Background: an optimization exercise with open tools, aiming at small area. Do not read the settings as production practice. The RTL was checked by simulation tests, not by an equivalence proof against the original design. Power is estimated from default activity; no workload was simulated.

==> design.v <==
module pm_irblock (
    input  wire        clk,
    input  wire        rst,           
    input  wire        op_valid,
    input  wire [63:0] op_word,
    output reg         ev_frame,
    output wire [7:0]  frame_addr,
    output wire [7:0]  frame_cmd,
    output wire [7:0]  frame_flags,
    output reg         ev_adc_soc,
    output reg         ev_read,
    output reg  [31:0] read_data,
    output wire        sensor_pwr,
    output wire        cha_active,
    output wire        chb_active,
    output wire        adc_enable,
    output wire        rx_ready,
    output wire        twk_ready
);
    localparam [2:0] S0 = 3'd0, S1 = 3'd1, S2 = 3'd2, S3 = 3'd3, S4 = 3'd4,
                     S2R = 3'd6, S3F = 3'd7;
    reg [2:0]  ist;
    reg [4:0]  bc;           
    reg [31:0] data;
    reg [31:0] last_ts;
    reg [31:0] rx_data;
    reg        rx_flag;
    reg        rx_pending;
    reg [1:0]  mode_cur;
    reg [1:0]  mode_prev;
    reg [15:0] tcnt;
    reg [15:0] ocra;
    reg [15:0] ocrb;
    reg        cha_en;
    reg        chb_en;       
    reg        twk_adv;
    reg [7:0]  bright0;
    reg [7:0]  bright1;
    reg [7:0]  saved0;
    reg [7:0]  saved1;
    reg [4:0]  sq;
    reg [2:0]  err_cause;    
    reg [7:0]  err_opc;
    reg [3:0]  ra;           
    function automatic ge15(input [14:0] x, input [14:0] k);
        integer i;
        reg r;
        begin
            r = 1'b1;
            for (i = 0; i < 15; i = i + 1)
                r = (x[i] & ~k[i]) | (~(x[i] ^ k[i]) & r);
            ge15 = r;
        end
    endfunction
    function automatic gt8(input [7:0] x, input [7:0] k);
        integer i;
        reg r;
        begin
            r = 1'b0;
            for (i = 0; i < 8; i = i + 1)
                r = (x[i] & ~k[i]) | (~(x[i] ^ k[i]) & r);
            gt8 = r;
        end
    endfunction
    function automatic [31:0] sub32(input [31:0] a, input [31:0] b);
        integer i;
        reg br;
        reg [31:0] d;
        begin
            br = 1'b0;
            for (i = 0; i < 32; i = i + 1) begin
                d[i] = a[i] ^ b[i] ^ br;
                br   = (~a[i] & b[i]) | (~(a[i] ^ b[i]) & br);
            end
            sub32 = d;
        end
    endfunction
    function automatic [15:0] inc16(input [15:0] x);
        integer i;
        reg c;
        reg [15:0] y;
        begin
            c = 1'b1;
            for (i = 0; i < 16; i = i + 1) begin
                y[i] = x[i] ^ c;
                c    = x[i] & c;
            end
            inc16 = y;
        end
    endfunction
    function automatic [4:0] inc5(input [4:0] x);
        integer i;
        reg c;
        reg [4:0] y;
        begin
            c = 1'b1;
            for (i = 0; i < 5; i = i + 1) begin
                y[i] = x[i] ^ c;
                c    = x[i] & c;
            end
            inc5 = y;
        end
    endfunction
    function automatic [15:0] addk16(input [15:0] x, input [15:0] k, input ci);
        integer i;
        reg c;
        reg [15:0] y;
        begin
            c = ci;
            for (i = 0; i < 16; i = i + 1) begin
                y[i] = x[i] ^ k[i] ^ c;
                c    = (x[i] & k[i]) | ((x[i] ^ k[i]) & c);
            end
            addk16 = y;
        end
    endfunction
    wire [7:0] opc = op_word[63:56];
    wire z_55_33 = ~|op_word[55:33];
    wire z_32_9  = ~|op_word[32:9];
    wire z_8     = ~op_word[8];
    wire z_7_2   = ~|op_word[7:2];
    wire z_1_0   = ~|op_word[1:0];
    wire o_ir  = (opc[3:0] == 4'h1);    
    wire o_tt  = (opc[3:0] == 4'h2);    
    wire o_se  = (opc[3:0] == 4'h3);    
    wire o_ovf = (opc[3:0] == 4'h4);    
    wire o_mw  = (opc[3:0] == 4'h5);    
    wire o_rc  = (opc[3:0] == 4'h6);    
    wire o_fc  = (opc[3:0] == 4'h7);    
    wire o_bw  = (opc[3:0] == 4'h8);    
    wire o_rr  = (opc[3:0] == 4'h9);    
    wire bad_opc = gt8(opc, 8'h09);
    wire res_ok  = z_55_33 & (o_ir | (z_32_9 & (o_bw | (z_8 & (o_rr |
                   (z_7_2 & (o_mw | o_fc | z_1_0)))))));
    wire bad_mode = o_mw & (op_word[1:0] == 2'd3);
    wire bad_br   = o_bw & gt8(op_word[7:0], 8'd250);
    wire bad_ra   = o_rr & ((op_word[1:0] != 2'd0) | gt8(op_word[7:0], 8'h38));
    reg [2:0] cause;
    always @(*) begin
        if (bad_opc)      cause = 3'd1;
        else if (!res_ok) cause = 3'd2;
        else if (bad_mode) cause = 3'd6;
        else if (bad_br)  cause = 3'd4;
        else if (bad_ra)  cause = 3'd3;
        else              cause = 3'd0;
    end
    wire illegal = (cause != 3'd0);
    wire legal   = op_valid & ~illegal;
    wire        lvl = op_word[32];
    wire [31:0] dt  = sub32(op_word[31:0], last_ts);
    wire [14:0] d15 = dt[14:0];
    wire        dsm = ~|dt[31:15];      
    wire win_hm = dsm & ge15(d15, 15'd6750) & ~ge15(d15, 15'd11251);
    wire win_hs = dsm & ge15(d15, 15'd3375) & ~ge15(d15, 15'd5626);
    wire win_rs = dsm & ge15(d15, 15'd1687) & ~ge15(d15, 15'd2813);
    wire win_u  = dsm & ge15(d15, 15'd280)  & ~ge15(d15, 15'd841);
    wire win_ds = dsm & ge15(d15, 15'd280)  & ~ge15(d15, 15'd2521);
    wire is_one = ge15(d15, 15'd1121);      
    wire mark_ok  = lvl & win_u;
    wire space_ok = ~lvl & win_ds;
    reg [2:0] ist_n;
    reg       adv_bit;     
    reg       acc_frame;
    reg       acc_rep;
    always @(*) begin
        ist_n     = S0;
        adv_bit   = 1'b0;
        acc_frame = 1'b0;
        acc_rep   = 1'b0;
        begin
            case (ist)
                S0:  ist_n = (lvl & win_hm) ? S1 : S0;
                S1:  ist_n = (~lvl & win_hs) ? S2 : (~lvl & win_rs) ? S2R : S0;
                S2:  ist_n = mark_ok ? S4 : S0;
                S2R: acc_rep = mark_ok;
                S3:  ist_n = mark_ok ? S4 : S0;
                S3F: acc_frame = mark_ok;
                S4:  begin
                         adv_bit = space_ok;
                         ist_n = space_ok ? ((&bc) ? S3F : S3) : S0;
                     end
                default: ist_n = S0;
            endcase
        end
    end
    wire [31:0] bsel = 32'd1 << bc;
    wire [15:0] tcnt_inc = inc16(tcnt);
    wire match_a = cha_en & (tcnt_inc[6:0] == ocra[6:0]);
    wire match_b = chb_en & (tcnt_inc[5:0] == ocrb[5:0]);
    wire [15:0] tbase = o_tt ? tcnt_inc : tcnt;
    wire [15:0] sum_a = addk16(tbase, 16'd100, 1'b0);
    wire [15:0] sum_b = addk16(tbase, 16'd40, 1'b0);
    wire p_tw = (mode_prev == 2'd1);
    wire c_tw = (mode_cur  == 2'd1);
    wire p_mu = (mode_prev == 2'd2);
    wire c_mu = (mode_cur  == 2'd2);
    wire rc_disarm_a  = p_tw & ~c_tw;
    wire rc_arm_a     = c_tw & ~p_tw & ~cha_en;
    wire rc_exit_mus  = p_mu & ~c_mu & chb_en;
    wire rc_enter_mus = c_mu & ~p_mu & ~chb_en;
    wire sq_armed = ~(sq[4] & sq[3] & (sq[2] | sq[1] | sq[0]));   
    always @(posedge clk) begin
        ra <= op_word[5:2];
        if (rst) begin
            ist        <= S0;
            bc         <= 5'd0;
            data       <= 32'd0;
            last_ts    <= 32'd0;
            rx_data    <= 32'd0;
            rx_flag    <= 1'b0;
            rx_pending <= 1'b0;
            mode_cur   <= 2'd3;
            mode_prev  <= 2'd3;
            tcnt       <= 16'd0;
            ocra       <= 16'd0;
            ocrb       <= 16'd0;
            cha_en     <= 1'b0;
            chb_en     <= 1'b0;
            twk_adv    <= 1'b0;
            bright0    <= 8'd20;
            bright1    <= 8'd10;
            saved0     <= 8'd0;
            saved1     <= 8'd0;
            sq         <= 5'd31;
            err_cause  <= 3'd0;
            err_opc    <= 8'd0;
            ev_frame   <= 1'b0;
            ev_adc_soc <= 1'b0;
            ev_read    <= 1'b0;
        end else begin
            ev_frame   <= legal & o_ir & (acc_frame | acc_rep);
            ev_adc_soc <= legal & o_tt & match_b;
            ev_read    <= legal & o_rr;
            if (op_valid && illegal && err_cause == 3'd0) begin
                err_cause <= cause;
                err_opc   <= opc;
            end
            if (legal && o_ir) begin
                last_ts <= op_word[31:0];
                ist     <= ist_n;
                if (ist_n == S0) begin
                    bc   <= 5'd0;
                    data <= 32'd0;
                end else if (adv_bit) begin
                    bc <= inc5(bc);
                    if (is_one)
                        data <= data | bsel;
                end
                if (acc_frame) begin
                    rx_data    <= data;
                    rx_flag    <= 1'b0;
                    rx_pending <= 1'b1;
                end
                if (acc_rep) begin
                    rx_flag    <= 1'b1;
                    rx_pending <= 1'b1;
                end
            end
            if (legal && o_tt) begin
                tcnt <= tcnt_inc;
                if (match_a) begin
                    twk_adv <= 1'b1;
                    ocra    <= sum_a;
                end
                if (match_b)
                    ocrb <= sum_b;
            end
            if (legal && o_se)
                sq <= 5'd0;
            if (legal && o_ovf && sq_armed)
                sq <= inc5(sq);
            if (legal && o_mw) begin
                mode_prev <= mode_cur;
                mode_cur  <= op_word[1:0];
            end
            if (legal && o_rc) begin
                if (rc_disarm_a)
                    cha_en <= 1'b0;
                if (rc_arm_a) begin
                    ocra   <= sum_a;
                    cha_en <= 1'b1;
                end
                if (rc_exit_mus) begin
                    bright0 <= saved0;
                    bright1 <= saved1;
                    chb_en  <= 1'b0;
                end
                if (rc_enter_mus) begin
                    saved0 <= bright0;
                    saved1 <= bright1;
                    ocrb   <= sum_b;
                    chb_en <= 1'b1;
                end
            end
            if (legal && o_fc) begin
                if (op_word[0]) rx_pending <= 1'b0;
                if (op_word[1]) twk_adv    <= 1'b0;
            end
            if (legal && o_bw) begin
                if (op_word[8]) bright1 <= op_word[7:0];
                else            bright0 <= op_word[7:0];
            end
        end
    end
    wire [2:0] dstate_r = {ist[2] & ~ist[1], ist[1], ist[0]};
    wire       wflag_r  = (ist == S2R);
    wire       bc32     = (ist == S3F);
    wire       sens_init = (sq == 5'd31);
    always @(*) begin
        case (ra)
            4'h0: read_data = {8'd0, 7'd0, wflag_r, 2'd0, bc32, bc, 5'd0, dstate_r};
            4'h1: read_data = data;
            4'h2: read_data = bc32 ? 32'd0 : bsel;
            4'h3: read_data = last_ts;
            4'h4: read_data = rx_data;
            4'h5: read_data = {16'd0, 7'd0, rx_flag, 7'd0, rx_pending};
            4'h6: read_data = {26'd0, mode_prev, 2'd0, mode_cur};
            4'h7: read_data = {16'd0, tcnt};
            4'h8: read_data = {16'd0, ocra};
            4'h9: read_data = {16'd0, ocrb};
            4'hA: read_data = {23'd0, twk_adv, 5'd0, chb_en, chb_en, cha_en};
            4'hB: read_data = {saved1, saved0, bright1, bright0};
            4'hC: read_data = {14'd0, sq_armed, ~sens_init, 11'd0, sens_init ? 5'd0 : sq};
            4'hD: read_data = {16'd0, err_opc, 1'b0, err_cause, 3'd0, err_cause != 3'd0};
            4'hE: read_data = 32'h00002001;
            default: read_data = 32'd0;
        endcase
    end
    assign frame_addr  = rx_data[7:0];
    assign frame_cmd   = rx_data[23:16];
    assign frame_flags = {7'd0, rx_flag};
    assign sensor_pwr = ~sens_init;
    assign cha_active = cha_en;
    assign chb_active = chb_en;
    assign adc_enable = chb_en;
    assign rx_ready   = rx_pending;
    assign twk_ready  = twk_adv;
endmodule
==> flow/run.sh <==
#!/bin/bash
# Own layout flow: the standard synthesis, then an area re-mapping of
# the logic between the (unchanged) registers, then the standard
# layout with small port buffers and a clock tree of small buffers.
set -euo pipefail
W=$(pwd)
R=$W/orfs/results/$FLOW_PLATFORM/pm_irblock/base
LIB=$FLOW_HOME/platforms/$FLOW_PLATFORM/lib/sky130_fd_sc_hd__tt_025C_1v80.lib
YOSYS=${YOSYS_EXE:-yosys}

bash standard.sh synth > $W/synth.log 2>&1
cp $R/1_2_yosys.v $W/standard_synth.v

# Re-map with eight ABC scripts (four at a time); keep the smallest netlist.
for batch in "0 1 2 3" "4 5 6 7"; do
  for i in $batch; do
    ( LIB=$LIB IN=$W/standard_synth.v OUT=$W/remap$i.v SCRIPT=$W/flow/remap$i.abc TOP=$FLOW_TOP \
        timeout 900 $YOSYS -c $W/flow/remap.tcl > $W/remap$i.log 2>&1 || true ) &
  done
  wait
done
best=""; best_area=""
for i in 0 1 2 3 4 5 6 7; do
  if [[ -s $W/remap$i.v && -s $W/remap$i.v.stat ]]; then
    a=$(awk '/Chip area/ {print $NF}' $W/remap$i.v.stat)
    echo "remap$i area $a" >> $W/remap_choice.log
    if [[ -z "$best" ]] || awk -v a="$a" -v b="$best_area" 'BEGIN{exit !(a<b)}'; then
      best=$i; best_area=$a
    fi
  fi
done
if [[ -n "$best" ]]; then
  echo "chosen remap$best ($best_area)" >> $W/remap_choice.log
  cp $W/remap$best.v $R/1_2_yosys.v
  rm -f $R/1_synth.odb $R/1_synth.sdc
else
  echo "no remap; standard netlist kept" >> $W/remap_choice.log
fi

export BUFFER_PORTS_ARGS="-buffer_cell sky130_fd_sc_hd__buf_1"
export CTS_ARGS="-sink_clustering_enable -repair_clock_nets -dont_use_dummy_load -buf_list sky130_fd_sc_hd__clkbuf_4 -sink_clustering_size 8 -sink_clustering_max_diameter 60"
bash standard.sh > $W/layout.log 2>&1
==> flow/remap.tcl <==
# Re-map the combinational logic of the standard synthesis netlist for
# area. The flip-flop instances (and the nets they drive) are kept as they
# are; only the logic between them is re-optimised with ABC.
# env: LIB (liberty), IN (netlist), OUT (netlist), SCRIPT (ABC script)
yosys -import
set lib $::env(LIB)
read_liberty -overwrite -ignore_miss_func -setattr liberty_cell $lib
foreach m {sky130_fd_sc_hd__dfxtp_1 sky130_fd_sc_hd__dfxtp_2 sky130_fd_sc_hd__dfxtp_4} {
  catch {setattr -mod -set keep_hierarchy 1 $m}
}
read_verilog -overwrite $::env(IN)
hierarchy -top $::env(TOP)
flatten
yosys rename -hide w:*.*
opt_clean -purge
opt -purge
abc -liberty $lib -script $::env(SCRIPT) -dont_use *probe* -dont_use *lpflow* -dont_use *clkbuf* -dont_use *clkdly* -dont_use *clkinv*
opt_clean -purge
hilomap -singleton -hicell sky130_fd_sc_hd__conb_1 HI -locell sky130_fd_sc_hd__conb_1 LO
splitnets
opt_clean -purge
insbuf -buf sky130_fd_sc_hd__buf_1 A X
tee -o $::env(OUT).stat stat -liberty $lib $::env(TOP)
select $::env(TOP)
write_verilog -noattr -nohex -nodec -selected $::env(OUT)
==> flow/remap0.abc <==
strash
balance -l; resub -K 6 -l; rewrite -l; resub -K 6 -N 2 -l; refactor -l; resub -K 8 -l; balance -l; resub -K 8 -N 2 -l; rewrite -l; resub -K 10 -l; rewrite -z -l; resub -K 10 -N 2 -l; balance -l; resub -K 12 -l; refactor -z -l; resub -K 12 -N 2 -l; rewrite -z -l; balance -l
balance -l; resub -K 6 -l; rewrite -l; resub -K 6 -N 2 -l; refactor -l; resub -K 8 -l; balance -l; resub -K 8 -N 2 -l; rewrite -l; resub -K 10 -l; rewrite -z -l; resub -K 10 -N 2 -l; balance -l; resub -K 12 -l; refactor -z -l; resub -K 12 -N 2 -l; rewrite -z -l; balance -l
&get -n
&deepsyn -T 100 -S 0
&put
balance -l; resub -K 6 -l; rewrite -l; resub -K 6 -N 2 -l; refactor -l; resub -K 8 -l; balance -l; resub -K 8 -N 2 -l; rewrite -l; resub -K 10 -l; rewrite -z -l; resub -K 10 -N 2 -l; balance -l; resub -K 12 -l; refactor -z -l; resub -K 12 -N 2 -l; rewrite -z -l; balance -l
&get -n
&st
&dch -f
&nf -a -R 1000 -F 16 -A 16 -C 32 -E 50
&put
==> flow/remap1.abc <==
strash
balance -l; resub -K 6 -l; rewrite -l; resub -K 6 -N 2 -l; refactor -l; resub -K 8 -l; balance -l; resub -K 8 -N 2 -l; rewrite -l; resub -K 10 -l; rewrite -z -l; resub -K 10 -N 2 -l; balance -l; resub -K 12 -l; refactor -z -l; resub -K 12 -N 2 -l; rewrite -z -l; balance -l
balance -l; resub -K 6 -l; rewrite -l; resub -K 6 -N 2 -l; refactor -l; resub -K 8 -l; balance -l; resub -K 8 -N 2 -l; rewrite -l; resub -K 10 -l; rewrite -z -l; resub -K 10 -N 2 -l; balance -l; resub -K 12 -l; refactor -z -l; resub -K 12 -N 2 -l; rewrite -z -l; balance -l
&get -n
&deepsyn -T 100 -S 1
&put
balance -l; resub -K 6 -l; rewrite -l; resub -K 6 -N 2 -l; refactor -l; resub -K 8 -l; balance -l; resub -K 8 -N 2 -l; rewrite -l; resub -K 10 -l; rewrite -z -l; resub -K 10 -N 2 -l; balance -l; resub -K 12 -l; refactor -z -l; resub -K 12 -N 2 -l; rewrite -z -l; balance -l
&get -n
&st
&dch -f
&nf -a -R 1000 -F 16 -A 16 -C 32 -E 50
&put
==> flow/remap2.abc <==
strash
balance -l; resub -K 6 -l; rewrite -l; resub -K 6 -N 2 -l; refactor -l; resub -K 8 -l; balance -l; resub -K 8 -N 2 -l; rewrite -l; resub -K 10 -l; rewrite -z -l; resub -K 10 -N 2 -l; balance -l; resub -K 12 -l; refactor -z -l; resub -K 12 -N 2 -l; rewrite -z -l; balance -l
balance -l; resub -K 6 -l; rewrite -l; resub -K 6 -N 2 -l; refactor -l; resub -K 8 -l; balance -l; resub -K 8 -N 2 -l; rewrite -l; resub -K 10 -l; rewrite -z -l; resub -K 10 -N 2 -l; balance -l; resub -K 12 -l; refactor -z -l; resub -K 12 -N 2 -l; rewrite -z -l; balance -l
&get -n
&deepsyn -T 100 -S 2
&put
balance -l; resub -K 6 -l; rewrite -l; resub -K 6 -N 2 -l; refactor -l; resub -K 8 -l; balance -l; resub -K 8 -N 2 -l; rewrite -l; resub -K 10 -l; rewrite -z -l; resub -K 10 -N 2 -l; balance -l; resub -K 12 -l; refactor -z -l; resub -K 12 -N 2 -l; rewrite -z -l; balance -l
&get -n
&st
&dch -f
&nf -a -R 1000 -F 16 -A 16 -C 32 -E 50
&put
==> flow/remap3.abc <==
strash
balance -l; resub -K 6 -l; rewrite -l; resub -K 6 -N 2 -l; refactor -l; resub -K 8 -l; balance -l; resub -K 8 -N 2 -l; rewrite -l; resub -K 10 -l; rewrite -z -l; resub -K 10 -N 2 -l; balance -l; resub -K 12 -l; refactor -z -l; resub -K 12 -N 2 -l; rewrite -z -l; balance -l
balance -l; resub -K 6 -l; rewrite -l; resub -K 6 -N 2 -l; refactor -l; resub -K 8 -l; balance -l; resub -K 8 -N 2 -l; rewrite -l; resub -K 10 -l; rewrite -z -l; resub -K 10 -N 2 -l; balance -l; resub -K 12 -l; refactor -z -l; resub -K 12 -N 2 -l; rewrite -z -l; balance -l
&get -n
&deepsyn -T 100 -S 3
&put
balance -l; resub -K 6 -l; rewrite -l; resub -K 6 -N 2 -l; refactor -l; resub -K 8 -l; balance -l; resub -K 8 -N 2 -l; rewrite -l; resub -K 10 -l; rewrite -z -l; resub -K 10 -N 2 -l; balance -l; resub -K 12 -l; refactor -z -l; resub -K 12 -N 2 -l; rewrite -z -l; balance -l
&get -n
&st
&dch -f
&nf -a -R 1000 -F 16 -A 16 -C 32 -E 50
&put
==> flow/remap4.abc <==
strash
balance -l; resub -K 6 -l; rewrite -l; resub -K 6 -N 2 -l; refactor -l; resub -K 8 -l; balance -l; resub -K 8 -N 2 -l; rewrite -l; resub -K 10 -l; rewrite -z -l; resub -K 10 -N 2 -l; balance -l; resub -K 12 -l; refactor -z -l; resub -K 12 -N 2 -l; rewrite -z -l; balance -l
balance -l; resub -K 6 -l; rewrite -l; resub -K 6 -N 2 -l; refactor -l; resub -K 8 -l; balance -l; resub -K 8 -N 2 -l; rewrite -l; resub -K 10 -l; rewrite -z -l; resub -K 10 -N 2 -l; balance -l; resub -K 12 -l; refactor -z -l; resub -K 12 -N 2 -l; rewrite -z -l; balance -l
&get -n
&deepsyn -T 100 -S 0
&put
balance -l; resub -K 6 -l; rewrite -l; resub -K 6 -N 2 -l; refactor -l; resub -K 8 -l; balance -l; resub -K 8 -N 2 -l; rewrite -l; resub -K 10 -l; rewrite -z -l; resub -K 10 -N 2 -l; balance -l; resub -K 12 -l; refactor -z -l; resub -K 12 -N 2 -l; rewrite -z -l; balance -l
&get -n
&st
&dch -f
&nf -a -R 1000 -F 16 -A 16 -C 32 -E 30
&put
==> flow/remap5.abc <==
strash
balance -l; resub -K 6 -l; rewrite -l; resub -K 6 -N 2 -l; refactor -l; resub -K 8 -l; balance -l; resub -K 8 -N 2 -l; rewrite -l; resub -K 10 -l; rewrite -z -l; resub -K 10 -N 2 -l; balance -l; resub -K 12 -l; refactor -z -l; resub -K 12 -N 2 -l; rewrite -z -l; balance -l
balance -l; resub -K 6 -l; rewrite -l; resub -K 6 -N 2 -l; refactor -l; resub -K 8 -l; balance -l; resub -K 8 -N 2 -l; rewrite -l; resub -K 10 -l; rewrite -z -l; resub -K 10 -N 2 -l; balance -l; resub -K 12 -l; refactor -z -l; resub -K 12 -N 2 -l; rewrite -z -l; balance -l
&get -n
&deepsyn -T 100 -S 0
&put
balance -l; resub -K 6 -l; rewrite -l; resub -K 6 -N 2 -l; refactor -l; resub -K 8 -l; balance -l; resub -K 8 -N 2 -l; rewrite -l; resub -K 10 -l; rewrite -z -l; resub -K 10 -N 2 -l; balance -l; resub -K 12 -l; refactor -z -l; resub -K 12 -N 2 -l; rewrite -z -l; balance -l
&get -n
&st
&dch -f
&nf -a -R 1000 -F 16 -A 16 -C 32
&put
==> flow/remap6.abc <==
strash
balance -l; resub -K 6 -l; rewrite -l; resub -K 6 -N 2 -l; refactor -l; resub -K 8 -l; balance -l; resub -K 8 -N 2 -l; rewrite -l; resub -K 10 -l; rewrite -z -l; resub -K 10 -N 2 -l; balance -l; resub -K 12 -l; refactor -z -l; resub -K 12 -N 2 -l; rewrite -z -l; balance -l
balance -l; resub -K 6 -l; rewrite -l; resub -K 6 -N 2 -l; refactor -l; resub -K 8 -l; balance -l; resub -K 8 -N 2 -l; rewrite -l; resub -K 10 -l; rewrite -z -l; resub -K 10 -N 2 -l; balance -l; resub -K 12 -l; refactor -z -l; resub -K 12 -N 2 -l; rewrite -z -l; balance -l
&get -n
&deepsyn -T 100 -S 0
&put
balance -l; resub -K 6 -l; rewrite -l; resub -K 6 -N 2 -l; refactor -l; resub -K 8 -l; balance -l; resub -K 8 -N 2 -l; rewrite -l; resub -K 10 -l; rewrite -z -l; resub -K 10 -N 2 -l; balance -l; resub -K 12 -l; refactor -z -l; resub -K 12 -N 2 -l; rewrite -z -l; balance -l
&get -n
&st
&dch -f
&nf -a -R 1000 -F 16 -A 16 -C 32 -E 10
&put
==> flow/remap7.abc <==
strash
balance -l; resub -K 6 -l; rewrite -l; resub -K 6 -N 2 -l; refactor -l; resub -K 8 -l; balance -l; resub -K 8 -N 2 -l; rewrite -l; resub -K 10 -l; rewrite -z -l; resub -K 10 -N 2 -l; balance -l; resub -K 12 -l; refactor -z -l; resub -K 12 -N 2 -l; rewrite -z -l; balance -l
balance -l; resub -K 6 -l; rewrite -l; resub -K 6 -N 2 -l; refactor -l; resub -K 8 -l; balance -l; resub -K 8 -N 2 -l; rewrite -l; resub -K 10 -l; rewrite -z -l; resub -K 10 -N 2 -l; balance -l; resub -K 12 -l; refactor -z -l; resub -K 12 -N 2 -l; rewrite -z -l; balance -l
&get -n
&deepsyn -T 100 -S 0
&put
balance -l; resub -K 6 -l; rewrite -l; resub -K 6 -N 2 -l; refactor -l; resub -K 8 -l; balance -l; resub -K 8 -N 2 -l; rewrite -l; resub -K 10 -l; rewrite -z -l; resub -K 10 -N 2 -l; balance -l; resub -K 12 -l; refactor -z -l; resub -K 12 -N 2 -l; rewrite -z -l; balance -l
&get -n
&st
&dch -f
&nf -a -R 1000 -F 16 -A 16 -C 32 -E 100
&put
==> standard.sh <==
#!/bin/bash
# synth_recipe.tcl (not shown) runs the flow's synth.tcl, then flattens the netlist and writes it again
# the make line also repeats each setting of config.mk as NAME=value (left out here)
make -C /OpenROAD-flow-scripts/flow DESIGN_CONFIG=/design/flow/config.mk WORK_HOME=/design/flow/orfs CLKGATE_MAP_FILE= SYNTH_SCRIPT=/design/flow/synth_recipe.tcl "${@:-finish}"
==> config.mk <==
export PLATFORM = sky130hd
export DESIGN_NAME = pm_irblock
export DESIGN_NICKNAME = pm_irblock
export VERILOG_FILES = /design/flow/design.v
export SDC_FILE = /design/flow/constraint.sdc
export NUM_CORES = 4
export LEC_CHECK = 0
export CAP_MARGIN = 20
export CORE_MARGIN = 2
export CORE_UTILIZATION = 60
export SLEW_MARGIN = 20
==> constraint.sdc <==
create_clock -name core_clock -period 10.0 [get_ports {clk}]
set_input_delay 2.0000 -clock core_clock [delete_from_list [all_inputs] [get_ports {clk}]]
set_output_delay 2.0000 -clock core_clock [all_outputs]
set_load 0.01 [all_outputs]
==> results.json, run 1 <==
{
  "outcome": "timing/DRC/antenna clean",
  "first_pass_iters": 9,
  "synth.yosys.warnings": 1,
  "dr_total_vias": 10600,
  "min_path_type": "register to register",
  "grt_pass1_wl_um": 54700,
  "wl_per_cell_um": 23.4,
  "setup_tns_ps": 0,
  "regToRegSetupSlack_ps": 3040,
  "r2r_end": "data[28]$_SDFFE_PP0P_",
  "relSlewSlack_pct": 22.9,
  "cp_max_fo": 38,
  "syn_area_sq_mm": 0.0102,
  "detail-route-antenna-nets": 0,
  "crit_end": "data[28]$_SDFFE_PP0P_",
  "endpoint_kind": "register",
  "drc": 0,
  "grt_overflow": 0,
  "drt_iter0_markers": 1569,
  "drv_cap": 0,
  "grt_max_degree": 39,
  "pwr_density_cell_mw_per_mm2": 126,
  "cts_made_buffers": 31,
  "hpwl_um": 26100,
  "critPathLaunchType": "primary input",
  "synth_cells": 1168,
  "avgSynthCellArea_sq_um": 8.73,
  "row_count": 47,
  "nNetsFinal": 1395,
  "antenna_found_initial": 1,
  "grt_setup_unrepaired": "no",
  "htreeDepth": 1,
  "grt_use_total_pct": 38.8,
  "period_share_pct": 81.6,
  "fin_hold_ws_ps": 458,
  "core_sq_mm": 0.0166,
  "wl_um": 36200,
  "power_leakage_nw": 3.95,
  "ir_worst_vdd_mv": 0.107,
  "post_route_cells_drive_above_1_share_pct": 4.90,
  "r2r-start": "last_ts[0]$_SDFFE_PP0P_",
  "skew_ps": 46.9,
  "slowest_delay_ps": 820,
  "clk_pin_slew_worst_paths_ps": 100,
  "cts_tree": "yes",
  "dieArea_sq_mm": 0.0181,
  "rr_worst_depth": 29,
  "insertion_delay_ps": 720,
  "viasPerCell": 6.88,
  "hold_viol_final": 0,
  "cpMostUsedCell": "a21oi_1",
  "clockBufferDepth": 3,
  "crit_start": "op_word[0]",
  "crit_slowest_cell": "a31oi_4",
  "start_util_pct": 61.5,
  "post_cts_resized": 0,
  "postCtsSetupBuffers": 0,
  "critPathRequiredTime_ps": 10630,
  "critPathArrivalTime_ps": 8800,
  "area_growth_pct": 11.1,
  "worst_slew_pin_slew_ps": 1130,
  "fillerInstances": 1455,
  "hold_buffers": 0,
  "cts.sink_count": 216,
  "timing.fmax_mhz": 122,
  "gp_congestion": 0.980,
  "grt_pass1_vias": 9649,
  "setup_viol": 0,
  "io_buffers": 124,
  "ioPinCount": 132,
  "drv_slew": 0,
  "die_y_um": 134,
  "root_buffer": "clkbuf_4",
  "period_needed_ps": 8160,
  "die_w_um": 134,
  "critical_path_class": "primary input to register"
}
==> stage by stage <==
step / util, % / instances / total power, mW / worst slack (ps) / area [sq um]
floorplan: - / 1174 / 0.946 / 445 / 10200
global placement: 66.8 / 1513 / 0.997 / 1490 / 11100
detailed placement: 66.8 / 1513 / 0.997 / 1280 / 11100
CTS: 68.2 / 1544 / 1.41 / 2000 / 11300
global route: 68.3 / 1547 / 1.46 / 1260 / 11300
finish: 68.3 / 1547 / 1.42 / 1840 / 11300
==> registers in the layout, indices dropped and copies added (netlist names), 16 cells and up <==
register,flops
tcnt,16
ocra,16
rx_data,32
ocrb,16
last_ts,32
data,32
==> metal layers <==
layer | vias up | track usage (%) | share of wire [%]
li1 | 4813 | - | -
met1 | 5017 | 52.7 | 40
met2 | 680 | 59.4 | 44
met3 | 129 | 8.01 | 12
met4 | 0 | 17.7 | 4.8
met5 | - | 0 | 0
==> critical path: cells and delay by family <==
family,cells,cell delay [ps]
adder cells (fa/ha/maj),3,1050
AND/OR/NAND/NOR,12,2240
buffers and inverters,2,250
XOR/XNOR,1,170
AO/OA/AOI/OAI,13,3090
==> worst min path at each step <==
stage                                    from                  end  slack [ps]  cells after the start
after floorplan            ocrb[6]$_SDFF_PP0_   ocrb[6]$_SDFF_PP0_         420                      2
after global placement     ocrb[6]$_SDFF_PP0_   ocrb[6]$_SDFF_PP0_         430                      2
after detailed placement   ocrb[6]$_SDFF_PP0_   ocrb[6]$_SDFF_PP0_         430                      2
after CTS                  ocrb[6]$_SDFF_PP0_   ocrb[6]$_SDFF_PP0_         450                      2
after global routing      ocra[15]$_SDFF_PP0_  ocra[15]$_SDFF_PP0_         490                      2
final                      ocrb[6]$_SDFF_PP0_   ocrb[6]$_SDFF_PP0_         460                      2
==> power by group <==
group	switching, mW	internal, mW	total [mW]
sequential	0.00464	0.864	0.868
clock	0.299	0.141	0.440
combinational	0.0798	0.0344	0.114
==> layout make-up <==
cell class	count	area (sq um)	share of cell area [%]
Multi-Input combinational cell	879	5660	50.0
Sequential cell	216	4320	38.2
Timing Repair Buffer	145	624	5.51
Tap cell	220	275	2.43
Clock buffer	31	233	2.05
Inverter	55	206	1.82
Antenna cell	1	2.50	0.0221
==> cells in the final DEF (no fill, tap or decap), drive strengths merged, types with 8 or more instances in the layout <==
| master | instances |
|---|---|
| inv | 55 |
| xnor2 | 34 |
| a22oi | 14 |
| buf | 144 |
| o21ai | 103 |
| and3 | 12 |
| nor2b | 13 |
| nor2 | 68 |
| nand2 | 138 |
| nor3 | 27 |
| a221oi | 11 |
| a21oi | 55 |
| dfxtp | 216 |
| o211ai | 25 |
| o22ai | 8 |
| nand4 | 8 |
| nand2b | 22 |
| a222oi | 60 |
| and2 | 10 |
| nor4 | 22 |
| a22o | 89 |
| nand3 | 21 |
| clkbuf | 32 |
| o31ai | 9 |
| xor2 | 26 |
==> inputs of run 2 (changes only) <==
--- a/config.mk
+++ b/config.mk
@@ -5,7 +5,7 @@
 export SDC_FILE = /design/flow/constraint.sdc
 export NUM_CORES = 4
 export LEC_CHECK = 0
-export CAP_MARGIN = 20
+export CAP_MARGIN = 5
 export CORE_MARGIN = 2
 export CORE_UTILIZATION = 60
-export SLEW_MARGIN = 20
+export SLEW_MARGIN = 5
==> results.json, run 2 <==
{
  "outcome": "timing/DRC/antenna clean",
  "drc": 0,
  "post_route_cells_drive_above_1_share_pct": 4.76,
  "grt_max_degree": 39,
  "setup_slack_ps": 1870,
  "most-common-layout-cells": "dfxtp_1 (216), nand2_1 (138), buf_1 (123), o21ai_0 (103), a22o_1 (89)",
  "grt_pass1_vias": 9649,
  "ioPinCount": 132,
  "cts.sink_count": 216,
  "row_count": 47,
  "hold_buffers": 0,
  "die_w_um": 134,
  "final_common_cell": "dfxtp_1",
  "drv_cap": 0,
  "setup_viol": 0,
  "htreeDepth": 1,
  "setup_tns_ps": 0,
  "detail-route-antenna-nets": 0,
  "avgSynthCellArea_sq_um": 8.73,
  "pwr_density_cell_mw_per_mm2": 126,
  "power_leakage_nw": 3.94,
  "crit_slowest_cell": "a31oi_4",
  "dr_total_vias": 10600,
  "gp_congestion": 0.980,
  "critical_path_class": "primary input to register",
  "root_buffer": "clkbuf_4",
  "met3_usage_pct": 8.01,
  "hold_viol_final": 0,
  "grt-busiest-layer": "met2",
  "stdcell_area_sq_mm": 0.0113,
  "synth.yosys.warnings": 1,
  "grt_use_total_pct": 38.8,
  "syn_area_sq_mm": 0.0102,
  "drv_slew": 0,
  "wl_um": 36100,
  "fin_hold_ws_ps": 450,
  "relSlewSlack_pct": 21.0,
  "critPathRequiredTime_ps": 10640,
  "dieArea_sq_mm": 0.0181,
  "wl_per_cell_um": 23.4,
  "clockBufferDepth": 3,
  "slowest_delay_ps": 800,
  "insertion_delay_ps": 720,
  "period_share_pct": 81.3,
  "skew_ps": 49.5,
  "period_needed_ps": 8130,
  "cp_max_fo": 38,
  "cpMostUsedCell": "a21oi_1",
  "grt_pass1_wl_um": 54700,
  "critPathArrivalTime_ps": 8770,
  "cts_tree": "yes",
  "grt_overflow": 0,
  "timing.fmax_mhz": 123,
  "postCtsSetupBuffers": 0,
  "ir_worst_vdd_mv": 0.109,
  "dpl.cell_count": 1513,
  "postLayoutCoreUtil_pct": 68.2,
  "stdcell_count": 1545,
  "drt_iter0_markers": 1687,
  "start_util_pct": 61.5,
  "placed_cell_area_sq_mm": 0.0111,
  "min_path_type": "register to register",
  "met2_usage_pct": 59.4,
  "hpwl_um": 26100,
  "cts_made_buffers": 31,
  "die_y_um": 134,
  "endpoint_kind": "register",
  "post_cts_resized": 0,
  "dpl_worst_slack_ps": 1280,
  "antenna_found_initial": 1,
  "first_pass_iters": 8,
  "critPathLaunchType": "primary input",
  "grt_setup_unrepaired": "no",
  "synth_cells": 1168,
  "reg_top3": "data: 32 flops, last_ts: 32 flops, rx_data: 32 flops",
  "clk_pin_slew_worst_paths_ps": 100,
  "area_growth_pct": 10.9,
  "worst_slew_pin_slew_ps": 1150,
  "nNetsFinal": 1393,
  "grt_use_met1_pct": 52.7,
  "viasPerCell": 6.87,
  "io_buffers": 124,
  "total_power_mw": 1.42,
  "core_sq_mm": 0.0166
}
## run 2: final timing paths
kind | start | end | slack (ps) | cells past startpoint
min reg2reg | ocrb[6]$_SDFF_PP0_ | ocrb[6]$_SDFF_PP0_ | 450 | 2
min | ocrb[6]$_SDFF_PP0_ | ocrb[6]$_SDFF_PP0_ | 450 | 2
max | op_word[0] | data[28]$_SDFFE_PP0P_ | 1870 | 31
max reg2reg | last_ts[0]$_SDFFE_PP0P_ | data[28]$_SDFFE_PP0P_ | 3060 | 29
## run 2: critical path, delay by kind of cell
| family | cells | cell delay (ps) |
|---|---|---|
| AOI/OAI and AO/OA | 13 | 3070 |
| and+or+nand+nor | 12 | 2230 |
| adders and majority gates | 3 | 1050 |
| buffers and inverters | 2 | 250 |
| xor gates and xnor gates | 1 | 170 |
## run 2: area by class of cell
cell class | instances | area, sq um
Antenna cell | 1 | 2.50
Clock buffer | 31 | 233
Fill cell | 1457 | 5270
Inverter | 55 | 206
Multi-Input combinational cell | 879 | 5660
Sequential cell | 216 | 4320
Tap cell | 220 | 275
Timing Repair Buffer | 143 | 609
## run 2: routing by layer
layer  vias to the layer above  share of wire (%)
met5                         -                  0
met4                         0                4.6
met3                       113                 12
met2                       687                 43
met1                      5000                 40
li1                       4808                  -
## run 2: power breakdown
| group | internal [mW] | switching [mW] |
|---|---|---|
| Combinational | 0.0341 | 0.0797 |
| Sequential | 0.864 | 0.00458 |
| Clock | 0.141 | 0.299 |
| Total | 1.04 | 0.383 |
==> inputs of run 3 (changes only) <==
--- a/config.mk
+++ b/config.mk
@@ -7,5 +7,5 @@
 export LEC_CHECK = 0
 export CAP_MARGIN = 5
 export CORE_MARGIN = 2
-export CORE_UTILIZATION = 60
+export CORE_UTILIZATION = 70
 export SLEW_MARGIN = 5
==> results.json, run 3 <==
{
  "outcome": "timing/DRC/antenna clean",
  "hold_buffers": 0,
  "r2r-start": "last_ts[0]$_SDFFE_PP0P_",
  "drv_cap": 0,
  "cpMostUsedCell": "a21oi_1",
  "reg_top3": "data: 32 flops, last_ts: 32 flops, rx_data: 32 flops",
  "endpoint_kind": "register",
  "core_sq_mm": 0.0144,
  "drt_iter0_markers": 1851,
  "relSlewSlack_pct": 19.9,
  "rr_worst_depth": 29,
  "pwr_density_cell_mw_per_mm2": 125,
  "first_pass_iters": 11,
  "dieArea_sq_mm": 0.0155,
  "grt_max_degree": 39,
  "io_buffers": 124,
  "critPathRequiredTime_ps": 10550,
  "ioPinCount": 132,
  "nNetsFinal": 1392,
  "postLayoutCoreUtil_pct": 78.3,
  "htreeDepth": 1,
  "postCtsSetupBuffers": 0,
  "timing.fmax_mhz": 118,
  "setup_viol": 0,
  "worst_slew_pin_slew_ps": 1200,
  "post_route_cells_drive_above_1_share_pct": 4.61,
  "syn_area_sq_mm": 0.0102,
  "die_w_um": 125,
  "root_buffer": "clkbuf_4",
  "regToRegSetupSlack_ps": 2900,
  "skew_ps": 79.2,
  "grt_pass1_vias": 10000,
  "synth.yosys.warnings": 1,
  "clockBufferDepth": 3,
  "grt_use_total_pct": 44.6,
  "min_path_type": "register to register",
  "row_count": 44,
  "clkPwrFrac_pct": 30.4,
  "p_switching_mw": 0.378,
  "cts_made_buffers": 30,
  "period_share_pct": 84.9,
  "most-common-layout-cells": "dfxtp_1 (216), nand2_1 (138), buf_1 (124), o21ai_0 (103), a22o_1 (89)",
  "p_int_mw": 1.03,
  "crit_slowest_cell": "a31oi_4",
  "grt_pass1_wl_um": 55900,
  "grt_overflow": 0,
  "gp_congestion": 1.01,
  "hpwl_um": 25700,
  "final_common_cell": "dfxtp_1",
  "avgSynthCellArea_sq_um": 8.73,
  "drc": 0,
  "crit_start": "op_word[0]",
  "cp_max_fo": 38,
  "critPathArrivalTime_ps": 9040,
  "insertion_delay_ps": 720,
  "setup_tns_ps": 0,
  "drv_slew": 0,
  "cts.sink_count": 216,
  "clk_pin_slew_worst_paths_ps": 90,
  "wl_um": 35800,
  "post_cts_resized": 0,
  "fin_hold_ws_ps": 462,
  "dr_total_vias": 10800,
  "crit_end": "data[19]$_SDFFE_PP0P_",
  "start_util_pct": 71.0,
  "slowest_delay_ps": 810,
  "viasPerCell": 7.17,
  "area_growth_pct": 10.4,
  "hold_viol_final": 0,
  "antenna_found_initial": 2,
  "ir_worst_vdd_mv": 0.127,
  "pwr-share-seq_pct": 61.5,
  "die_y_um": 125,
  "grt_setup_unrepaired": "no",
  "power.share.switching_pct": 26.8,
  "power_leakage_nw": 3.93,
  "wl_per_cell_um": 23.7,
  "detail-route-antenna-nets": 0,
  "synth_cells": 1168,
  "critical_path_class": "primary input to register",
  "critPathLaunchType": "primary input",
  "combPwrFrac_pct": 8.1,
  "r2r_end": "data[19]$_SDFFE_PP0P_",
  "period_needed_ps": 8490,
  "cts_tree": "yes"
}
==> run 3: per-layer routing <==
metal | global-route usage [%] | routed length, um
met1 | 60.6 | 13200
met2 | 68.0 | 15600
met3 | 9.11 | 4830
met4 | 21.6 | 2170
met5 | 0 | 13
==> run 3: per-stage QoR <==
step	worst slack (ps)	instance area (sq um)	power (mW)	cells
2_1_floorplan	445	10200	0.946	1174
6_report	1510	11300	1.41	1508
5_1_grt	944	11300	1.45	1508
4_1_cts	1700	11300	1.40	1507
3_5_place_dp	998	11000	0.997	1477
3_3_place_gp	1390	11000	0.996	1477
==> run 3: power groups by stage <==
stage               combinational [mW]  clock, mW  sequential, mW
floorplan                       0.0597          0           0.886
global placement                 0.108          0           0.888
detailed placement               0.109          0           0.888
CTS                              0.110      0.427           0.868
global route                     0.122      0.455           0.869
finish                           0.115      0.430           0.868
==> run 3: final cells by class <==
cell class                      instances  area (sq um)
Multi-Input combinational cell        879          5660
Sequential cell                       216          4320
Fill cell                            1012          3110
Timing Repair Buffer                  143           608
Tap cell                              184           230
Clock buffer                           30           225
Inverter                               55           206
Antenna cell                            1          2.50
==> run 3: critical path, delay by kind of cell <==
kind / cells / cell delay [ps]
adder cells (fa/ha/maj): 3 / 1030
AND/OR/NAND/NOR: 12 / 2390
AO/OA/AOI/OAI: 13 / 3170
XOR/XNOR: 1 / 170
buffers and inverters: 1 / 270
==> run 3: worst min path at each step <==
| stage | start | end | slack [ps] | cells after the start |
|---|---|---|---|---|
| 5_1_grt | ocrb[6]$_SDFF_PP0_ | ocrb[6]$_SDFF_PP0_ | 480 | 2 |
| 3_3_place_gp | ocrb[6]$_SDFF_PP0_ | ocrb[6]$_SDFF_PP0_ | 430 | 2 |
| 3_5_place_dp | ocrb[6]$_SDFF_PP0_ | ocrb[6]$_SDFF_PP0_ | 450 | 2 |
| 6_report | ocrb[6]$_SDFF_PP0_ | ocrb[6]$_SDFF_PP0_ | 460 | 2 |
| 4_1_cts | ocrb[6]$_SDFF_PP0_ | ocrb[6]$_SDFF_PP0_ | 460 | 2 |
| 2_1_floorplan | ocrb[6]$_SDFF_PP0_ | ocrb[6]$_SDFF_PP0_ | 420 | 2 |
==> inputs of run 4 (changes only) <==
--- a/config.mk
+++ b/config.mk
@@ -7,5 +7,5 @@
 export LEC_CHECK = 0
 export CAP_MARGIN = 5
 export CORE_MARGIN = 2
-export CORE_UTILIZATION = 70
+export CORE_UTILIZATION = 80
 export SLEW_MARGIN = 5
==> results.json, run 4 <==
{
  "clk_pin_slew_worst_paths_ps": 90,
  "wl_um": 36900,
  "postCtsSetupBuffers": 0,
  "cts.sink_count": 216,
  "timing.fmax_mhz": 123,
  "antenna_found_initial": 2,
  "grt_setup_unrepaired": "no",
  "worstHoldEndpoint": "ocrb[6]$_SDFF_PP0_",
  "final_common_cell": "dfxtp_1",
  "cts_tree": "yes",
  "slowest_delay_ps": 560,
  "grt_overflow": 0,
  "stdcell_area_sq_mm": 0.0112,
  "die_y_um": 117,
  "rr_worst_depth": 30,
  "min_from": "ocrb[6]$_SDFF_PP0_",
  "period_needed_ps": 8140,
  "critical_path_class": "primary input to register",
  "hold_buffers": 0,
  "endpoint_kind": "register",
  "synth.yosys.warnings": 1,
  "drt_iter0_markers": 2986,
  "insertion_delay_ps": 720,
  "fin_hold_ws_ps": 467,
  "reg_top3": "data: 32 flops, last_ts: 32 flops, rx_data: 32 flops",
  "clockBufferDepth": 3,
  "hpwl_um": 25400,
  "r2r-start": "last_ts[0]$_SDFFE_PP0P_",
  "gp_congestion": 1.04,
  "worst_slew_pin_slew_ps": 1170,
  "power_leakage_nw": 3.92,
  "post_cts_resized": 0,
  "ioPinCount": 132,
  "skew_ps": 46.6,
  "hold_depth": 2,
  "most-common-layout-cells": "dfxtp_1 (216), nand2_1 (138), buf_1 (124), o21ai_0 (103), a22o_1 (89)",
  "critPathArrivalTime_ps": 8760,
  "period_share_pct": 81.4,
  "nNetsFinal": 1390,
  "post_route_cells_drive_above_1_share_pct": 4.39,
  "critPathRequiredTime_ps": 10620,
  "cp_max_fo": 38,
  "outcome": "timing/DRC/antenna clean",
  "dr_total_vias": 11500,
  "grt_max_degree": 39,
  "viasPerCell": 7.67,
  "area_growth_pct": 10.0,
  "min_path_type": "register to register",
  "setup_viol": 0,
  "first_pass_iters": 17,
  "dpl_worst_slack_ps": 1460,
  "grt_use_total_pct": 53.2,
  "placed_cell_area_sq_mm": 0.0110,
  "r2r_end": "data[14]$_SDFFE_PP0P_",
  "pwr_density_cell_mw_per_mm2": 126,
  "postLayoutCoreUtil_pct": 89.6,
  "dieArea_sq_mm": 0.0137,
  "relSlewSlack_pct": 21.6,
  "grt_pass1_wl_um": 55500,
  "root_buffer": "clkbuf_4",
  "detail-route-antenna-nets": 0,
  "drv_cap": 0,
  "drv_slew": 0,
  "ir_worst_vdd_mv": 0.125,
  "grt_pass1_vias": 10300,
  "htreeDepth": 1,
  "cts_made_buffers": 30,
  "hold_viol_final": 0,
  "synth_cells": 1168,
  "syn_area_sq_mm": 0.0102,
  "core_sq_mm": 0.0125,
  "avgSynthCellArea_sq_um": 8.73,
  "drc": 0,
  "critPathLaunchType": "primary input",
  "cpMostUsedCell": "a21oi_1",
  "start_util_pct": 81.5,
  "row_count": 41,
  "setup_slack_ps": 1860,
  "wl_per_cell_um": 24.7,
  "setup_tns_ps": 0,
  "regToRegSetupSlack_ps": 3210,
  "crit_slowest_cell": "nor4b_1",
  "die_w_um": 117,
  "io_buffers": 124
}
run 4: cell count changes in the layout (fill, tap and decap cells not counted):
| cell | before | now |
|---|---|---|
| a31oi_4 | 1 | 0 |
| nor4_2 | 2 | 1 |
| diode_2 | 1 | 3 |
| a31oi_2 | 0 | 1 |
| nor4_1 | 20 | 21 |
| buf_4 | 19 | 17 |
run 4: how the worst max path moves through the flow:
stage / from / end / slack (ps) / cells after the start
2_1_floorplan: op_word[0] / rx_data[0]$_SDFFE_PP0P_ / 440 / 28
3_3_place_gp: op_word[0] / data[26]$_SDFFE_PP0P_ / 1830 / 31
3_5_place_dp: op_word[0] / data[11]$_SDFFE_PP0P_ / 1460 / 31
4_1_cts: op_word[0] / data[7]$_SDFFE_PP0P_ / 2110 / 31
5_1_grt: op_word[0] / data[4]$_SDFFE_PP0P_ / 1330 / 31
6_report: op_word[0] / data[14]$_SDFFE_PP0P_ / 1860 / 31
run 4: layout make-up:
class | instances | area (sq um)
diodes | 3 | 7.51
multi-input cells | 879 | 5650
fillers | 642 | 1300
flip-flops and latches | 216 | 4320
clock buffers | 30 | 225
inverters | 55 | 206
well taps | 172 | 215
repair buffers | 141 | 593
run 4: layer usage:
layer / vias up / GRT usage (%) / wire length, um
met5: - / 0 / 0
met4: 0 / 29.8 / 3000
met3: 309 / 20.3 / 6270
met2: 1173 / 79.7 / 15400
met1: 5188 / 66.2 / 12200
li1: 4803 / - / -
run 4: where the power goes:
part	leakage [nW]	total (mW)	internal, mW	switching, mW
logic	2.04	0.115	0.0335	0.0816
registers	1.74	0.868	0.864	0.00440
clock network	0.138	0.432	0.137	0.295
total	3.92	1.42	1.03	0.381
run 4: stage by stage:
step	total power, mW	cells
global route	1.44	1494
CTS	1.39	1493
floorplan	0.946	1174
finish	1.42	1496
detailed placement	0.995	1463
global placement	0.993	1463
run 4: critical path: cells and delay by family:
kind                     cells  cell delay [ps]
AO/OA/AOI/OAI               13             2490
XOR/XNOR                     1              170
adder cells (fa/ha/maj)      3             1060
buffers and inverters        2              660
AND/OR/NAND/NOR             12             2370
==> inputs of run 5 (changes only) <==
--- a/config.mk
+++ b/config.mk
@@ -7,5 +7,6 @@
 export LEC_CHECK = 0
 export CAP_MARGIN = 5
 export CORE_MARGIN = 2
-export CORE_UTILIZATION = 80
+export CORE_UTILIZATION = 70
+export GPL_TIMING_DRIVEN = 0
 export SLEW_MARGIN = 5
==> results.json, run 5 <==
{
  "relSlewSlack_pct": 17.6,
  "min_path_type": "register to register",
  "stdcell_count": 1529,
  "hold_buffers": 0,
  "slowest_delay_ps": 640,
  "setup_slack_ps": 1100,
  "setup_viol": 0,
  "dpl.cell_count": 1497,
  "timing.fmax_mhz": 112,
  "synth.yosys.warnings": 1,
  "grt_pass1_vias": 10100,
  "critPathLaunchType": "primary input",
  "grt_pass1_wl_um": 54800,
  "r2r-start": "last_ts[0]$_SDFFE_PP0P_",
  "post_route_cells_drive_above_1_share_pct": 4.61,
  "root_buffer": "clkbuf_4",
  "critPathRequiredTime_ps": 10510,
  "outcome": "timing/DRC/antenna clean",
  "critical_path_class": "primary input to register",
  "detail-route-antenna-nets": 0,
  "die_y_um": 125,
  "cp_max_fo": 21,
  "grt_max_degree": 33,
  "cts_made_buffers": 31,
  "grt_overflow": 0,
  "dieArea_sq_mm": 0.0155,
  "fin_hold_ws_ps": 448,
  "cts.sink_count": 216,
  "most-common-layout-cells": "dfxtp_1 (216), buf_1 (147), nand2_1 (138), o21ai_0 (103), a22o_1 (89)",
  "hold_depth": 2,
  "grt_use_total_pct": 43.6,
  "endpoint_kind": "register",
  "pwr_density_cell_mw_per_mm2": 124,
  "cts_tree": "yes",
  "ir_worst_vdd_mv": 0.0999,
  "regArea_sq_mm": 0.00432,
  "drc": 0,
  "gp_congestion": 0.969,
  "nNetsFinal": 1413,
  "worst_slew_pin_slew_ps": 1230,
  "hold_viol_final": 0,
  "multiInputGateArea_sq_mm": 0.00569,
  "antenna_found_initial": 1,
  "dpl_worst_slack_ps": 709,
  "first_pass_iters": 11,
  "wl_um": 35100,
  "drv_cap": 0,
  "power_leakage_nw": 3.97,
  "total_power_mw": 1.42,
  "r2r_end": "data[4]$_SDFFE_PP0P_",
  "post_cts_resized": 0,
  "drv_slew": 0,
  "period_share_pct": 89.0,
  "drt_iter0_markers": 1921,
  "reg_top3": "data: 32 flops, last_ts: 32 flops, rx_data: 32 flops",
  "cpMostUsedCell": "a21oi_1",
  "final_common_cell": "dfxtp_1",
  "grt_setup_unrepaired": "no",
  "insertion_delay_ps": 730,
  "setup_tns_ps": 0,
  "skew_ps": 92.4,
  "fillerInstances": 1071,
  "avgSynthCellArea_sq_um": 8.73,
  "rr_worst_depth": 30,
  "worstHoldEndpoint": "ocrb[6]$_SDFF_PP0_",
  "regToRegSetupSlack_ps": 2520,
  "crit_slowest_cell": "o311ai_0",
  "dr_total_vias": 11000,
  "critPathArrivalTime_ps": 9410,
  "min_from": "ocrb[6]$_SDFF_PP0_",
  "hpwl_um": 25300,
  "syn_area_sq_mm": 0.0102,
  "row_count": 44,
  "wl_per_cell_um": 23.0,
  "synth_cells": 1168,
  "viasPerCell": 7.16,
  "period_needed_ps": 8900,
  "postCtsSetupBuffers": 0,
  "die_w_um": 125,
  "io_buffers": 124,
  "start_util_pct": 71.0,
  "area_growth_pct": 11.9,
  "ioPinCount": 132,
  "htreeDepth": 1,
  "core_sq_mm": 0.0144,
  "clockBufferDepth": 3,
  "clk_pin_slew_worst_paths_ps": 90
}
==> run 5: cell count changes in the layout (fill, tap and decap cells not counted), sizes merged <==
cell / change
buf: +22
diode: -2
clkbuf: +1
==> run 5: how the worst max path moves through the flow <==
stage | from | endpoint | slack, ps | cells past startpoint
after floorplan | op_word[0] | rx_data[0]$_SDFFE_PP0P_ | 440 | 28
after global placement | op_word[0] | rx_data[14]$_SDFFE_PP0P_ | -4010 | 29
after detailed placement | op_word[0] | data[4]$_SDFFE_PP0P_ | 710 | 31
after CTS | op_word[0] | data[4]$_SDFFE_PP0P_ | 1350 | 31
after global routing | op_word[0] | data[23]$_SDFFE_PP0P_ | 630 | 31
final | op_word[0] | data[4]$_SDFFE_PP0P_ | 1100 | 31
==> run 5: power by group <==
group | switching [mW] | internal (mW)
logic | 0.0833 | 0.0347
clock network | 0.292 | 0.141
registers | 0.00434 | 0.864
total | 0.379 | 1.04
==> run 5: critical path: cells and delay by family <==
family | cells | cell delay (ps)
adder cells (fa/ha/maj) | 3 | 1080
AND/OR/NAND/NOR | 12 | 2330
XOR/XNOR | 1 | 200
buffers and inverters | 2 | 580
AO/OA/AOI/OAI | 13 | 3200
==> run 5: cell type report <==
| cell class | instances | area share (%) |
|---|---|---|
| repair buffers | 139 | 5.52 |
| well taps | 184 | 2.02 |
| inverters | 55 | 1.81 |
| clock buffers | 31 | 2.04 |
| diodes | 1 | 0.0219 |
| flip-flops and latches | 216 | 37.9 |
| plain buffers | 24 | 0.790 |
| multi-input cells | 879 | 49.9 |
==> run 5: through the flow <==
stage | instance area, sq um | utilization (%)
5_1_grt | 11400 | 79.4
4_1_cts | 11400 | 79.3
3_5_place_dp | 11200 | 77.7
2_1_floorplan | 10200 | -
6_report | 11400 | 79.4
3_3_place_gp | 10900 | 76.0
==> run 5: layer usage <==
| layer | vias up | wire, um | global-route usage, % |
|---|---|---|---|
| met4 | 0 | 1990 | 21.8 |
| met5 | - | 0 | 0 |
| met2 | 890 | 15500 | 67.7 |
| met3 | 169 | 4730 | 10.0 |
| li1 | 4849 | - | - |
| met1 | 5046 | 12900 | 57.4 |
==> inputs of run 6 (changes only) <==
--- a/config.mk
+++ b/config.mk
@@ -5,8 +5,7 @@
 export SDC_FILE = /design/flow/constraint.sdc
 export NUM_CORES = 4
 export LEC_CHECK = 0
-export CAP_MARGIN = 5
+export CAP_MARGIN = 0
 export CORE_MARGIN = 2
 export CORE_UTILIZATION = 70
-export GPL_TIMING_DRIVEN = 0
-export SLEW_MARGIN = 5
+export SLEW_MARGIN = 0
==> results.json, run 6 <==
{
  "outcome": "timing/DRC/antenna clean",
  "setup_slack_ps": 1510,
  "dr_total_vias": 10800,
  "period_needed_ps": 8490,
  "critPathArrivalTime_ps": 9040,
  "critPathRequiredTime_ps": 10550,
  "syn_area_sq_mm": 0.0102,
  "dieArea_sq_mm": 0.0155,
  "p_switching_mw": 0.378,
  "root_buffer": "clkbuf_4",
  "critical_path_class": "primary input to register",
  "cts_tree": "yes",
  "postLayoutCoreUtil_pct": 78.3,
  "htreeDepth": 1,
  "pwr_density_cell_mw_per_mm2": 125,
  "hold_buffers": 0,
  "grt_pass1_wl_um": 55900,
  "relSlewSlack_pct": 19.9,
  "io_buffers": 124,
  "cts.sink_count": 216,
  "gp_congestion": 1.01,
  "skew_ps": 79.2,
  "hold_viol_final": 0,
  "reg_top3": "data: 32 flops, last_ts: 32 flops, rx_data: 32 flops",
  "detail-route-antenna-nets": 0,
  "min_path_type": "register to register",
  "crit_family": "compound AO/OA/AOI/OAI gates",
  "drv_cap": 0,
  "nNetsFinal": 1392,
  "clkPwrFrac_pct": 30.4,
  "ioPinCount": 132,
  "p_int_mw": 1.03,
  "slowest_delay_ps": 810,
  "wl_um": 35800,
  "grt_use_total_pct": 44.6,
  "combPwrFrac_pct": 8.1,
  "clk_pin_slew_worst_paths_ps": 90,
  "cpMostUsedCell": "a21oi_1",
  "crit_buf_inv": 1,
  "critPathLaunchType": "primary input",
  "insertion_delay_ps": 720,
  "post_route_cells_drive_above_1_share_pct": 4.61,
  "setup_viol": 0,
  "core_sq_mm": 0.0144,
  "hpwl_um": 25700,
  "ir_worst_vdd_mv": 0.127,
  "avgSynthCellArea_sq_um": 8.73,
  "final_common_cell": "dfxtp_1",
  "most-common-layout-cells": "dfxtp_1 (216), nand2_1 (138), buf_1 (124), o21ai_0 (103), a22o_1 (89)",
  "cp_max_fo": 38,
  "antenna_found_initial": 2,
  "first_pass_iters": 11,
  "start_util_pct": 71.0,
  "crit_slowest_cell": "a31oi_4",
  "grt_overflow": 0,
  "timing.fmax_mhz": 118,
  "pwr-share-seq_pct": 61.5,
  "drt_iter0_markers": 1851,
  "grt_max_degree": 39,
  "period_share_pct": 84.9,
  "grt_setup_unrepaired": "no",
  "post_cts_resized": 0,
  "die_y_um": 125,
  "setup_tns_ps": 0,
  "synth.yosys.warnings": 1,
  "power_leakage_nw": 3.93,
  "viasPerCell": 7.17,
  "drc": 0,
  "endpoint_kind": "register",
  "grt_pass1_vias": 10000,
  "dpl_worst_slack_ps": 998,
  "row_count": 44,
  "worst_slew_pin_slew_ps": 1200,
  "die_w_um": 125,
  "drv_slew": 0,
  "clockBufferDepth": 3,
  "synth_cells": 1168,
  "cts_made_buffers": 30,
  "area_growth_pct": 10.4,
  "dpl.cell_count": 1477,
  "stdcell_count": 1508,
  "power.share.switching_pct": 26.8,
  "wl_per_cell_um": 23.7,
  "postCtsSetupBuffers": 0
}
[run 6: layout make-up]
cell class	count	area (sq um)
inverter	55	206
fill	1012	3110
antenna	1	2.50
tap	184	230
sequential	216	4320
timing repair buffer	143	608
multi-input combinational	879	5660
clock buffer	30	225
[run 6: worst paths after layout]
kind | startpoint | to | slack (ps) | depth (start not counted)
worst max-delay path | op_word[0] | data[19]$_SDFFE_PP0P_ | 1510 | 30
worst min-delay path | ocrb[6]$_SDFF_PP0_ | ocrb[6]$_SDFF_PP0_ | 460 | 2
worst max register to register | last_ts[0]$_SDFFE_PP0P_ | data[19]$_SDFFE_PP0P_ | 2900 | 29
worst min register to register | ocrb[6]$_SDFF_PP0_ | ocrb[6]$_SDFF_PP0_ | 460 | 2
[run 6: layer usage]
layer	wire length, um	track usage [%]	up-vias
met3	4830	9.11	178
met1	13200	60.6	4988
met5	13	0	-
met4	2170	21.6	2
met2	15600	68.0	827
li1	-	-	4820
[run 6: stage by stage]
step	cell area (sq um)	power, mW	hold slack (ps)
after CTS	11300	1.40	460
after global placement	11000	0.996	430
final	11300	1.41	462
after floorplan	10200	0.946	415
after global routing	11300	1.45	483
after detailed placement	11000	0.997	448
[run 6: power by group through the flow]
stage / Combinational [mW] / Sequential (mW) / Clock, mW
6_report: 0.115 / 0.868 / 0.430
5_1_grt: 0.122 / 0.869 / 0.455
3_3_place_gp: 0.108 / 0.888 / 0
2_1_floorplan: 0.0597 / 0.886 / 0
4_1_cts: 0.110 / 0.868 / 0.427
3_5_place_dp: 0.109 / 0.888 / 0
[run 6: worst register-to-register path: cells and delay by family (launching register included)]
kind	cells	cell delay, ps
DFF	1	400
AOI/OAI and AO/OA	13	3170
adders and majority gates	3	1030
xor gates and xnor gates	1	170
and+or+nand+nor	12	2230

port drivers added, routing unchanged:
No port has a modelled driver above. Below, the same layouts with a new extraction and two added sets of constraints. Step 1 (the two cells are an assumption about what drives the block):
set clk [get_ports {clk}]
set_driving_cell -lib_cell sky130_fd_sc_hd__clkbuf_16 $clk
set_driving_cell -lib_cell sky130_fd_sc_hd__buf_2 [delete_from_list [all_inputs] $clk]
Step 2 times the ports against the registers' clock, not the clock port: input delays grow and output delays shrink by t, the midpoint of the rising clock arrivals with the driver on. Slacks: ideal / step 1 / step 2; pairs: ideal / step 1.
| run | shift t [ns] | setup slack, ns | worst data-port slew with drivers (ns) |
|---|---|---|---|
| run 1 | 0.739 | 1.836 / 1.853 / 1.114 | 0.04 |
| run 2 | 0.738 | 1.866 / 1.882 / 1.143 | 0.04 |
| run 3 | 0.720 | 1.506 / 1.526 / 0.806 | 0.04 |
| run 4 | 0.738 | 1.865 / 1.886 / 1.148 | 0.05 |
| run 5 | 0.724 | 1.101 / 1.117 / 0.393 | 0.04 |
| run 6 | 0.720 | 1.506 / 1.526 / 0.806 | 0.04 |
After both steps every run listed still meets setup and hold. For run 2, which loses most, drivers alone change the setup slack by +0.016 ns; drivers and shift together by -0.723 ns.
